Background: an optimization exercise with open tools, aiming at a short achievable clock period and few clock cycles. Do not read the settings as production practice.
Only simulation tests tie the RTL to the original design; equivalence was not proved.
Power figures rest on the tool's default switching activity, not on a simulated workload.

**design/flow/constraint.sdc**
```tcl
create_clock -name core_clock -period 18.0 [get_ports {clk}]
set_input_delay 3.6000 -clock core_clock [delete_from_list [all_inputs] [get_ports {clk}]]
set_output_delay 3.6000 -clock core_clock [all_outputs]
set_load 0.01 [all_outputs]
```
**design/flow/design.v**
```verilog
module simple_cpu (
    input  wire               clk,
    input  wire               rst,           
    input  wire               start,         
    input  wire               ld_valid,      
    input  wire signed [15:0] ld_word,
    input  wire               ld_fail,       
    input  wire        [1:0]  ld_fail_code,  
    input  wire               ld_done,       
    output wire               in_ready,
    input  wire               in_valid,
    input  wire signed [15:0] in_word,
    input  wire               in_bad,        
    output wire               out_valid,
    output wire        [1:0]  out_kind,
    output wire signed [14:0] out_word,
    output wire        [2:0]  phase,
    output wire        [3:0]  cause,
    output wire signed [27:0] acc,
    output wire        [6:0]  ic,
    output wire signed [14:0] ir,
    output wire signed [7:0]  opc,
    output wire signed [7:0]  opd,
    input  wire        [6:0]  dbg_addr,
    output wire signed [14:0] dbg_data
);
    localparam [2:0] PH_IDLE    = 3'd0,
                     PH_LOADING = 3'd1,
                     PH_RUNNING = 3'd2,
                     PH_HALTED  = 3'd3,
                     PH_ERROR   = 3'd4;
    localparam [3:0] C_NONE         = 4'd0,
                     C_TOO_MANY     = 4'd4,
                     C_BAD_TOKEN    = 4'd3,
                     C_ACC_OVERFLOW = 4'd5,
                     C_DIV_ZERO     = 4'd6,
                     C_UNKNOWN_OP   = 4'd7,
                     C_MOD_ZERO     = 4'd8,
                     C_IC_RANGE     = 4'd9;
    localparam [1:0] EV_PROMPT = 2'd1,
                     EV_REJECT = 2'd2,
                     EV_VALUE  = 2'd3;
    localparam [2:0] S_EXEC  = 3'd0,    
                     S_READW = 3'd1,    
                     S_REJ   = 3'd2,    
                     S_DIV   = 3'd3,    
                     S_MUL   = 3'd4,    
                     S_DIV1  = 3'd5;    
    localparam OP_READ = 0, OP_WRITE = 1, OP_LOAD = 2, OP_STORE = 3,
               OP_ADD = 4, OP_SUB = 5, OP_DIV = 6, OP_MUL = 7, OP_MOD = 8,
               OP_BR = 9, OP_BRN = 10, OP_BRZ = 11, OP_HALT = 12;
    function [41:0] decode;
        input [14:0] w;
        reg   [12:0] h;
        reg   [6:0]  a, b;
        begin
            h = 13'd0;
            a = 7'd0;
            b = 7'd0;
            if (!w[14]) begin
                if (w >= 15'd1000 && w <= 15'd1099) begin h[OP_READ]  = 1'b1; a = w[6:0] - 7'd104; b = w[6:0] - 7'd103; end
                if (w >= 15'd1100 && w <= 15'd1199) begin h[OP_WRITE] = 1'b1; a = w[6:0] - 7'd76;  b = w[6:0] - 7'd75;  end
                if (w >= 15'd2000 && w <= 15'd2099) begin h[OP_LOAD]  = 1'b1; a = w[6:0] - 7'd80;  b = w[6:0] - 7'd79;  end
                if (w >= 15'd2100 && w <= 15'd2199) begin h[OP_STORE] = 1'b1; a = w[6:0] - 7'd52;  b = w[6:0] - 7'd51;  end
                if (w >= 15'd3000 && w <= 15'd3099) begin h[OP_ADD]   = 1'b1; a = w[6:0] - 7'd56;  b = w[6:0] - 7'd55;  end
                if (w >= 15'd3100 && w <= 15'd3199) begin h[OP_SUB]   = 1'b1; a = w[6:0] - 7'd28;  b = w[6:0] - 7'd27;  end
                if (w >= 15'd3200 && w <= 15'd3299) begin h[OP_DIV]   = 1'b1; a = w[6:0] - 7'd0;   b = w[6:0] - 7'd127; end
                if (w >= 15'd3300 && w <= 15'd3399) begin h[OP_MUL]   = 1'b1; a = w[6:0] - 7'd100; b = w[6:0] - 7'd99;  end
                if (w >= 15'd3400 && w <= 15'd3499) begin h[OP_MOD]   = 1'b1; a = w[6:0] - 7'd72;  b = w[6:0] - 7'd71;  end
                if (w >= 15'd4000 && w <= 15'd4099) begin h[OP_BR]    = 1'b1; a = w[6:0] - 7'd32;  b = w[6:0] - 7'd31;  end
                if (w >= 15'd4100 && w <= 15'd4199) begin h[OP_BRN]  = 1'b1; a = w[6:0] - 7'd4;   b = w[6:0] - 7'd3;   end
                if (w >= 15'd4200 && w <= 15'd4299) begin h[OP_BRZ]  = 1'b1; a = w[6:0] - 7'd104; b = w[6:0] - 7'd103; end
                if (w >= 15'd4300 && w <= 15'd4399) begin h[OP_HALT] = 1'b1; a = w[6:0] - 7'd76;  b = w[6:0] - 7'd75;  end
            end
            decode = {w, h, a, b};
        end
    endfunction
    reg        [1499:0] memv;              
    function [14:0] rdb;
        input [6:0]    x;
        input [1499:0] m;
        integer j;
        begin
            rdb = 15'd0;
            for (j = 0; j < 100; j = j + 1)
                rdb = rdb | (m[15 * j +: 15] & {15{x == j}});
        end
    endfunction
    reg signed [27:0] acc_r;
    reg        [2:0]  phase_r;
    reg        [3:0]  cause_r;
    reg        [2:0]  st;
    reg        [6:0]  ld_ptr;
    reg signed [7:0]  opc_r;
    reg signed [7:0]  opd_r;
    reg        [6:0]  ic_r, ic1, ic2, ic3;     
    reg               v0, v1;                  
    reg signed [14:0] w0, w1;                  
    reg        [12:0] op0, op1;
    reg        [6:0]  a0, a0p, a1, a1p;        
    reg signed [27:0] prod_r;
    reg        [13:0] dA;
    reg        [17:0] dM [1:15];               
    reg               dqneg, drneg, dmod;
    wire running = (phase_r == PH_RUNNING);
    wire signed [14:0] opv   = rdb(a0, memv);
    wire        [14:0] r_a0p = rdb(a0p, memv);
    wire        [14:0] r_a1  = rdb(a1, memv);
    wire        [14:0] r_a1p = rdb(a1p, memv);
    wire        [14:0] r_ic2 = rdb(ic2, memv);
    wire        [14:0] r_ic3 = rdb(ic3, memv);
    wire signed [15:0] acc16  = acc_r[15:0];
    wire signed [15:0] opv16  = opv;
    wire signed [15:0] sum    = acc16 + opv16;
    wire signed [15:0] dif    = acc16 - opv16;
    wire signed [27:0] prod   = $signed(acc_r[14:0]) * opv;
    wire        sum_ok  = (sum  >= -16'sd9999) && (sum  <= 16'sd9999);
    wire        dif_ok  = (dif  >= -16'sd9999) && (dif  <= 16'sd9999);
    wire        prod_ok = (prod_r >= -28'sd9999) && (prod_r <= 28'sd9999);
    wire        acc_neg  = acc_r[27];
    wire        acc_zero = (acc_r == 28'sd0);
    wire        in_accept = !in_bad && (in_word >= -16'sd9999) && (in_word <= 16'sd9999);
    wire        ld_ok     = (ld_word >= -16'sd9999) && (ld_word <= 16'sd9999);
    wire [13:0] opv_mag = opv[14]   ? -opv[13:0]   : opv[13:0];
    wire [13:0] acc_mag = acc_r[27] ? -acc_r[13:0] : acc_r[13:0];
    reg  [15:0] dq;
    reg  [13:0] drm;
    reg  [17:0] dt;
    reg  [18:0] dd [1:15];
    reg  [15:0] dge;
    reg  [3:0]  dqd;
    reg  [13:0] drn;
    integer s, k;
    reg        [11:0] dq1;
    reg        [13:0] dr1;
    reg        [11:0] dq1_n;
    reg        [13:0] dr1_n;
    always @* begin
        drm = 14'd0;
        dq  = 16'd0;
        dq1_n = 12'd0;
        dr1_n = 14'd0;
        for (s = 3; s >= 0; s = s - 1) begin
            if (s == 0) begin
                dq1_n = dq[11:0];
                dr1_n = drm;
                drm   = dr1;
                dq    = {4'd0, dq1};
            end
            dt = {drm, 4'd0} | {14'd0, ({2'b00, dA} >> (4 * s)) & 16'hf};
            dge = 16'd0;
            for (k = 1; k <= 15; k = k + 1) begin
                dd[k]  = {1'b0, dt} - {1'b0, dM[k]};
                dge[k] = !dd[k][18];
            end
            dqd = 4'd0;
            drn = dge[1] ? 14'd0 : dt[13:0];
            for (k = 1; k <= 15; k = k + 1) begin
                if (dge[k] && (k == 15 || !dge[(k + 1) % 16])) begin
                    dqd = dqd | k;
                    drn = drn | dd[k][13:0];
                end
            end
            drm = drn;
            dq  = {dq[11:0], dqd};
        end
    end
    wire [13:0] dres_m = dmod ? drm : dq[13:0];    
    wire        dres_n = dmod ? drneg : dqneg;
    wire signed [27:0] dres = dres_n ? -$signed({14'd0, dres_m}) : $signed({14'd0, dres_m});
    reg         adv;
    always @* begin
        adv = 1'b0;
        if (running) begin
            case (st)
            S_EXEC:  adv = v0 && (op0[OP_READ] ? (in_valid && in_accept) :
                                  (op0[OP_WRITE] | op0[OP_LOAD] | op0[OP_STORE] | op0[OP_ADD] |
                                   op0[OP_SUB] | op0[OP_BR] | op0[OP_BRN] | op0[OP_BRZ]));
            S_READW: adv = in_valid && in_accept;
            S_DIV:   adv = 1'b1;
            S_MUL:   adv = 1'b1;
            default: adv = 1'b0;
            endcase
        end
    end
    wire        ovf  = (st == S_EXEC) ? ((op0[OP_ADD] & !sum_ok) | (op0[OP_SUB] & !dif_ok))
                                      : ((st == S_MUL) & !prod_ok);
    wire        done = adv && !ovf;
    wire        i0_load = (st == S_EXEC) & op0[OP_LOAD];
    wire        i0_add  = (st == S_EXEC) & op0[OP_ADD];
    wire        i0_sub  = (st == S_EXEC) & op0[OP_SUB];
    wire        i0_mul  = (st == S_MUL);
    wire        i0_div  = (st == S_DIV);
    wire signed [27:0] acc_new = i0_load ? {{13{opv[14]}}, opv} :
                                 i0_add  ? {{12{sum[15]}}, sum} :
                                 i0_sub  ? {{12{dif[15]}}, dif} :
                                 i0_mul  ? prod_r :
                                 i0_div  ? dres : acc_r;
    wire        new_neg  = i0_load ? opv[14]  : i0_add ? sum[15]  : i0_sub ? dif[15]  :
                           i0_mul  ? prod_r[27] : acc_neg;
    wire        new_zero = i0_load ? (opv == 15'sd0) : i0_add ? (sum == 16'sd0) :
                           i0_sub  ? (dif == 16'sd0) : i0_mul ? (prod_r == 28'sd0) : acc_zero;
    wire        i0_st   = (st == S_EXEC) & v0 & op0[OP_STORE];
    wire        i0_rd   = ((st == S_EXEC) & v0 & op0[OP_READ]) | (st == S_READW);
    wire        we0     = running & (i0_st | (i0_rd & in_valid & in_accept));
    wire [14:0] wd0     = op0[OP_STORE] ? acc_r[14:0] : in_word[14:0];
    wire        i1_br   = op1[OP_BR] | op1[OP_BRN] | op1[OP_BRZ];
    wire        i1_st   = op1[OP_STORE] && (a1 != ic2) && (a1 != ic3);
    wire        i0_nowr1 = (a0 != ic1);
    wire        fold_br = i1_br && (((st == S_EXEC) && (op0[OP_LOAD] | op0[OP_ADD] | op0[OP_SUB] |
                                                       op0[OP_WRITE] |
                                                       ((op0[OP_STORE] | op0[OP_READ]) & i0_nowr1))) ||
                                    ((st == S_READW) && i0_nowr1) ||
                                    (st == S_MUL));
    wire        fold_st = i1_st && (((st == S_EXEC) && (op0[OP_LOAD] | op0[OP_ADD] | op0[OP_SUB] |
                                                       op0[OP_WRITE])) ||
                                    (st == S_MUL) || (st == S_DIV));
    wire        fold    = v1 && (fold_br || fold_st);
    wire        we1     = running && done && fold && op1[OP_STORE];
    wire        taken0  = op0[OP_BR] | (op0[OP_BRN] & acc_neg) | (op0[OP_BRZ] & acc_zero);
    wire        taken1  = op1[OP_BR] | (op1[OP_BRN] & new_neg) | (op1[OP_BRZ] & new_zero);
    wire [41:0] d_wd0 = decode(wd0);
    wire [41:0] d_w1  = {w1, op1, a1, a1p};
    wire [41:0] d_a0  = decode(opv);
    wire [41:0] d_a0p = decode(r_a0p);
    wire [41:0] d_a1  = decode(r_a1);
    wire [41:0] d_a1p = decode(r_a1p);
    wire [41:0] d_ic2 = decode(r_ic2);
    wire [41:0] d_ic3 = decode(r_ic3);
    wire [41:0] nA0 = (we0 && a0 == ic1) ? d_wd0 : d_w1;
    wire [41:0] nA1 = (we0 && a0 == ic2) ? d_wd0 : d_ic2;
    wire [41:0] nC0 = nA1;
    wire [41:0] nC1 = (we0 && a0 == ic3) ? d_wd0 : d_ic3;
    wire [41:0] nD0 = (we0 && a0 == a1)  ? d_wd0 : d_a1;
    wire [41:0] nD1 = (we0 && a0 == a1p) ? d_wd0 : d_a1p;
    wire        selB = taken0;
    wire        selC = fold && !taken1;
    wire        selD = fold && taken1;
    wire [41:0] n0 = selB ? d_a0  : selD ? nD0 : selC ? nC0 : nA0;
    wire [41:0] n1 = selB ? d_a0p : selD ? nD1 : selC ? nC1 : nA1;
    wire [6:0]  nic  = selB ? a0 : selD ? a1 : selC ? ic2 : ic1;
    wire [6:0]  nic1 = selB ? a0p : selD ? a1p : selC ? ic3 : ic2;
    wire [6:0]  nic2 = selB ? a0 + 7'd2 : selD ? a1 + 7'd2 : selC ? ic3 + 7'd1 : ic3;
    wire [6:0]  nic3 = selB ? a0 + 7'd3 : selD ? a1 + 7'd3 : selC ? ic3 + 7'd2 : ic3 + 7'd1;
    wire        nv0  = selB ? 1'b1 : selD ? 1'b1 : selC ? (ic2 <= 7'd99) : v1;
    wire        nv1  = selB ? (a0 != 7'd99) : selD ? (a1 != 7'd99) : selC ? (ic2 <= 7'd98) : (ic1 <= 7'd98);
    wire        ld_wr  = (phase_r == PH_LOADING) && !ld_fail && ld_valid && ld_ok && (ld_ptr != 7'd100);
    wire        mem_we = ld_wr || we0 || we1;
    wire [6:0]  mem_wa = (phase_r == PH_LOADING) ? ld_ptr : (we1 ? a1 : a0);
    wire [14:0] mem_wd = (phase_r == PH_LOADING) ? ld_word[14:0] : (we1 ? acc_new[14:0] : wd0);
    integer i;
    always @(posedge clk) begin
        for (i = 0; i < 100; i = i + 1) begin
            if (rst)
                memv[15 * i +: 15] <= 15'd0;
            else if (mem_we && mem_wa == i)
                memv[15 * i +: 15] <= mem_wd;
        end
    end
    wire [14:0] ir_mag = w0[14] ? -w0 : w0;
    wire [29:0] ir_q30 = ir_mag * 15'd5243;
    wire [7:0]  ir_q   = ir_q30[26:19];
    wire [7:0]  ir_m   = ir_mag[7:0] - ir_q * 8'd100;
    always @(posedge clk) begin
        if (rst) begin
            acc_r   <= 28'sd0;
            phase_r <= PH_IDLE;
            cause_r <= C_NONE;
            st      <= S_EXEC;
            ld_ptr  <= 7'd0;
            opc_r   <= 8'sd0;
            opd_r   <= 8'sd0;
            ic_r    <= 7'd0;
            ic1     <= 7'd1;
            ic2     <= 7'd0;       
            ic3     <= 7'd1;
            v0      <= 1'b0;
            v1      <= 1'b0;
            w0      <= 15'sd0;
            w1      <= 15'sd0;
            op0     <= 13'd0;
            op1     <= 13'd0;
            a0      <= 7'd0;
            a0p     <= 7'd0;
            a1      <= 7'd0;
            a1p     <= 7'd0;
            prod_r  <= 28'sd0;
            dA      <= 14'd0;
            dqneg   <= 1'b0;
            drneg   <= 1'b0;
            dmod    <= 1'b0;
            dq1     <= 12'd0;
            dr1     <= 14'd0;
            for (i = 1; i <= 15; i = i + 1)
                dM[i] <= 18'd0;
        end else begin
            opc_r <= w0[14] ? -ir_q : ir_q;
            opd_r <= w0[14] ? -ir_m : ir_m;
            case (phase_r)
            PH_IDLE: begin
                if (start)
                    phase_r <= PH_LOADING;
            end
            PH_LOADING: begin
                if (ld_fail) begin
                    cause_r <= {2'b00, ld_fail_code};
                    phase_r <= PH_ERROR;
                end else if (ld_valid) begin
                    if (!ld_ok) begin
                        cause_r <= C_BAD_TOKEN;
                        phase_r <= PH_ERROR;
                    end else if (ld_ptr == 7'd100) begin
                        cause_r <= C_TOO_MANY;
                        phase_r <= PH_ERROR;
                    end else begin
                        ld_ptr <= ld_ptr + 7'd1;
                    end
                end else if (ld_done) begin
                    phase_r <= PH_RUNNING;
                    st      <= S_EXEC;
                    ic_r    <= 7'd0;
                    ic1     <= 7'd1;
                    ic2     <= 7'd2;
                    ic3     <= 7'd3;
                    v0      <= 1'b1;
                    v1      <= 1'b1;
                    {w0, op0, a0, a0p} <= d_ic2;
                    {w1, op1, a1, a1p} <= d_ic3;
                end
            end
            PH_RUNNING: begin
                if (done) begin
                    st   <= S_EXEC;
                    ic_r <= nic;
                    ic1  <= nic1;
                    ic2  <= nic2;
                    ic3  <= nic3;
                    v0   <= nv0;
                    v1   <= nv1;
                    if (nv0)
                        {w0, op0, a0, a0p} <= n0;
                    else if (fold)
                        w0 <= w1;
                    {w1, op1, a1, a1p} <= n1;
                    acc_r <= acc_new;
                end
                case (st)
                S_EXEC: begin
                    if (!v0) begin
                        cause_r <= C_IC_RANGE;
                        phase_r <= PH_ERROR;
                    end else begin
                        if (ovf) begin
                            acc_r   <= op0[OP_ADD] ? {{12{sum[15]}}, sum} : {{12{dif[15]}}, dif};
                            cause_r <= C_ACC_OVERFLOW;
                            phase_r <= PH_ERROR;
                        end
                        if (op0[OP_MUL]) begin
                            prod_r <= prod;
                            st     <= S_MUL;
                        end
                        if (op0[OP_DIV] | op0[OP_MOD]) begin
                            if (opv == 15'sd0) begin
                                cause_r <= op0[OP_DIV] ? C_DIV_ZERO : C_MOD_ZERO;
                                phase_r <= PH_ERROR;
                            end else begin
                                dA    <= acc_mag;
                                for (i = 1; i <= 15; i = i + 1)
                                    dM[i] <= opv_mag * i;
                                dqneg <= acc_r[27] ^ opv[14];
                                drneg <= acc_r[27];
                                dmod  <= op0[OP_MOD];
                                st    <= S_DIV1;
                            end
                        end
                        if (op0[OP_READ] && in_valid && !in_accept)
                            st <= S_REJ;
                        if (op0[OP_READ] && !in_valid)
                            st <= S_READW;
                        if (op0[OP_HALT])
                            phase_r <= PH_HALTED;
                        if (op0 == 13'd0) begin
                            cause_r <= C_UNKNOWN_OP;
                            phase_r <= PH_ERROR;
                        end
                    end
                end
                S_READW: begin
                    if (in_valid && !in_accept)
                        st <= S_REJ;
                end
                S_REJ: begin
                    st <= S_EXEC;
                end
                S_DIV1: begin
                    dq1 <= dq1_n;
                    dr1 <= dr1_n;
                    st  <= S_DIV;
                end
                S_MUL: begin
                    if (ovf) begin
                        acc_r   <= prod_r;
                        cause_r <= C_ACC_OVERFLOW;
                        phase_r <= PH_ERROR;
                    end
                end
                default: ;
                endcase
            end
            default: ;
            endcase
        end
    end
    assign in_ready  = running && (((st == S_EXEC) && v0 && op0[OP_READ]) || (st == S_READW));
    assign out_valid = running && (((st == S_EXEC) && v0 && (op0[OP_READ] | op0[OP_WRITE])) || (st == S_REJ));
    assign out_kind  = (st == S_REJ) ? EV_REJECT : op0[OP_READ] ? EV_PROMPT : EV_VALUE;
    assign out_word  = opv;
    assign phase     = phase_r;
    assign cause     = cause_r;
    assign acc       = acc_r;
    assign ic        = ic_r;
    assign ir        = w0;
    assign opc       = opc_r;
    assign opd       = opd_r;
    assign dbg_data  = rdb(dbg_addr, memv);
endmodule
```
**design/flow/run.sh**
```bash
#!/bin/bash
# synth_recipe.tcl (not shown) runs the flow's synth.tcl, then flattens the netlist and writes it again
# the make line also repeats each setting of config.mk as NAME=value (left out here)
make -C /OpenROAD-flow-scripts/flow DESIGN_CONFIG=/design/flow/config.mk WORK_HOME=/design/flow/orfs CLKGATE_MAP_FILE= SYNTH_SCRIPT=/design/flow/synth_recipe.tcl finish
```
**design/flow/config.mk**
```make
export PLATFORM = sky130hd
export DESIGN_NAME = simple_cpu
export DESIGN_NICKNAME = simple_cpu
export VERILOG_FILES = /design/flow/design.v
export SDC_FILE = /design/flow/constraint.sdc
export NUM_CORES = 4
export LEC_CHECK = 0
export CAP_MARGIN = 40
export CORE_MARGIN = 2
export CORE_UTILIZATION = 25
export PLACE_DENSITY = 0.45
export SETUP_SLACK_MARGIN = 5
export SLEW_MARGIN = 30
```
==> results.yml <==
outcome:
  outcome: "did not finish"
  stop_stage: "global routing"
  tool.error: "[ERROR GRT-0116] Global routing finished with congestion. Check the congestion regions in the DRC Viewer."
cts:
  cts_made_buffers: 317
  clockBufferDepth: 5
  clkSinkCount: 1863
  root_buffer: "clkbuf_16"
  hold_buffers: 0
  htree_levels: 5
synth:
  synthDominantCellAreaShare: 0.162
  ys.flop_type: "dfxtp_1"
  ys_seq_elements: 1863
  yosysSeqAreaShare: 0.162
  synth.distinct_cells: 133
  synth.avg_cell_area_um2: 7.22
  async_reset_ff_frac: 0
  ys_top_cells_by_count: "nand2_1, clkbuf_1, nor2_1"
  yosys.area.top_type: "dfxtp_1"
  yosysWarningCount: 3
  synth_edf_count: 0
  yosys-top-cells-area: "dfxtp_1, a22oi_1, ha_1"
  syn-num-nets: 33500
  synthesis.instances: 31900
  synth.most_common_cell: "nand2_1"
  syn_area_um2: 231000
floorplan:
  die_w_um: 964
  io_pins: 156
  rows: 352
  die_h_um: 964
  initial_core_util: 0.251
placed_design:
  place_inst: 44900
  postPlaceCellArea_um2: 273000
  dpl.hpwl_mm: 2980
  place_ws_ps: 4530
  globalplace.congestion: 1.74
  io_buffers: 155
global_route:
  overflow: 65400
  grt_pass1_vias: 453000
  grt_first_pass_wirelength_mm: 6280
  grt_max_degree: 130
  grtUsageTotal: 0.999
## power by group through the flow
stage | registers (mW) | clock network, mW | logic (mW)
floorplan | 4.27 | 0 | 1.52
global placement | 4.32 | 0 | 4.04
detailed placement | 4.31 | 0 | 4.10
CTS | 4.22 | 6.76 | 4.12
## stage by stage
| stage | utilization | hold WS (ps) |
|---|---|---|
| 3_5_place_dp | 0.297 | 449 |
| 4_1_cts | 0.309 | 457 |
| 3_3_place_gp | 0.291 | 450 |
| 2_1_floorplan | - | 429 |
## routing by layer
metal / track usage / overflow
met1: 0.962 / 10700
met5: 0.827 / 829
met2: 1.13 / 36000
met3: 0.936 / 7667
met4: 0.962 / 10200
## cells by family after synthesis
group	count (synthesis)	synth area share
adders and majority gates	1555	0.0964
AOI/OAI and AO/OA	10900	0.340
muxes	580	0.0276
and+or+nand+nor	11700	0.264
buffers and inverters	4464	0.0796
xor gates and xnor gates	809	0.0307
DFF	1863	0.162
## what timing repair did
action	CTS
setup buffers	14
resized for setup	8
pin swaps	6
endpoints found under the setup margin	496
cloned	0
## how the worst min path moves through the flow
stage	start	to	slack [ps]	depth (start not counted)
CTS	memv[1441]	memv[1441]	460	2
detailed placement	memv[1441]	memv[1441]	450	2
global placement	op1[12]	op1[12]	450	2
floorplan	op1[0]	op1[0]	430	2
Testbench counts, summed over its fixed seeds: cycles 50,481.
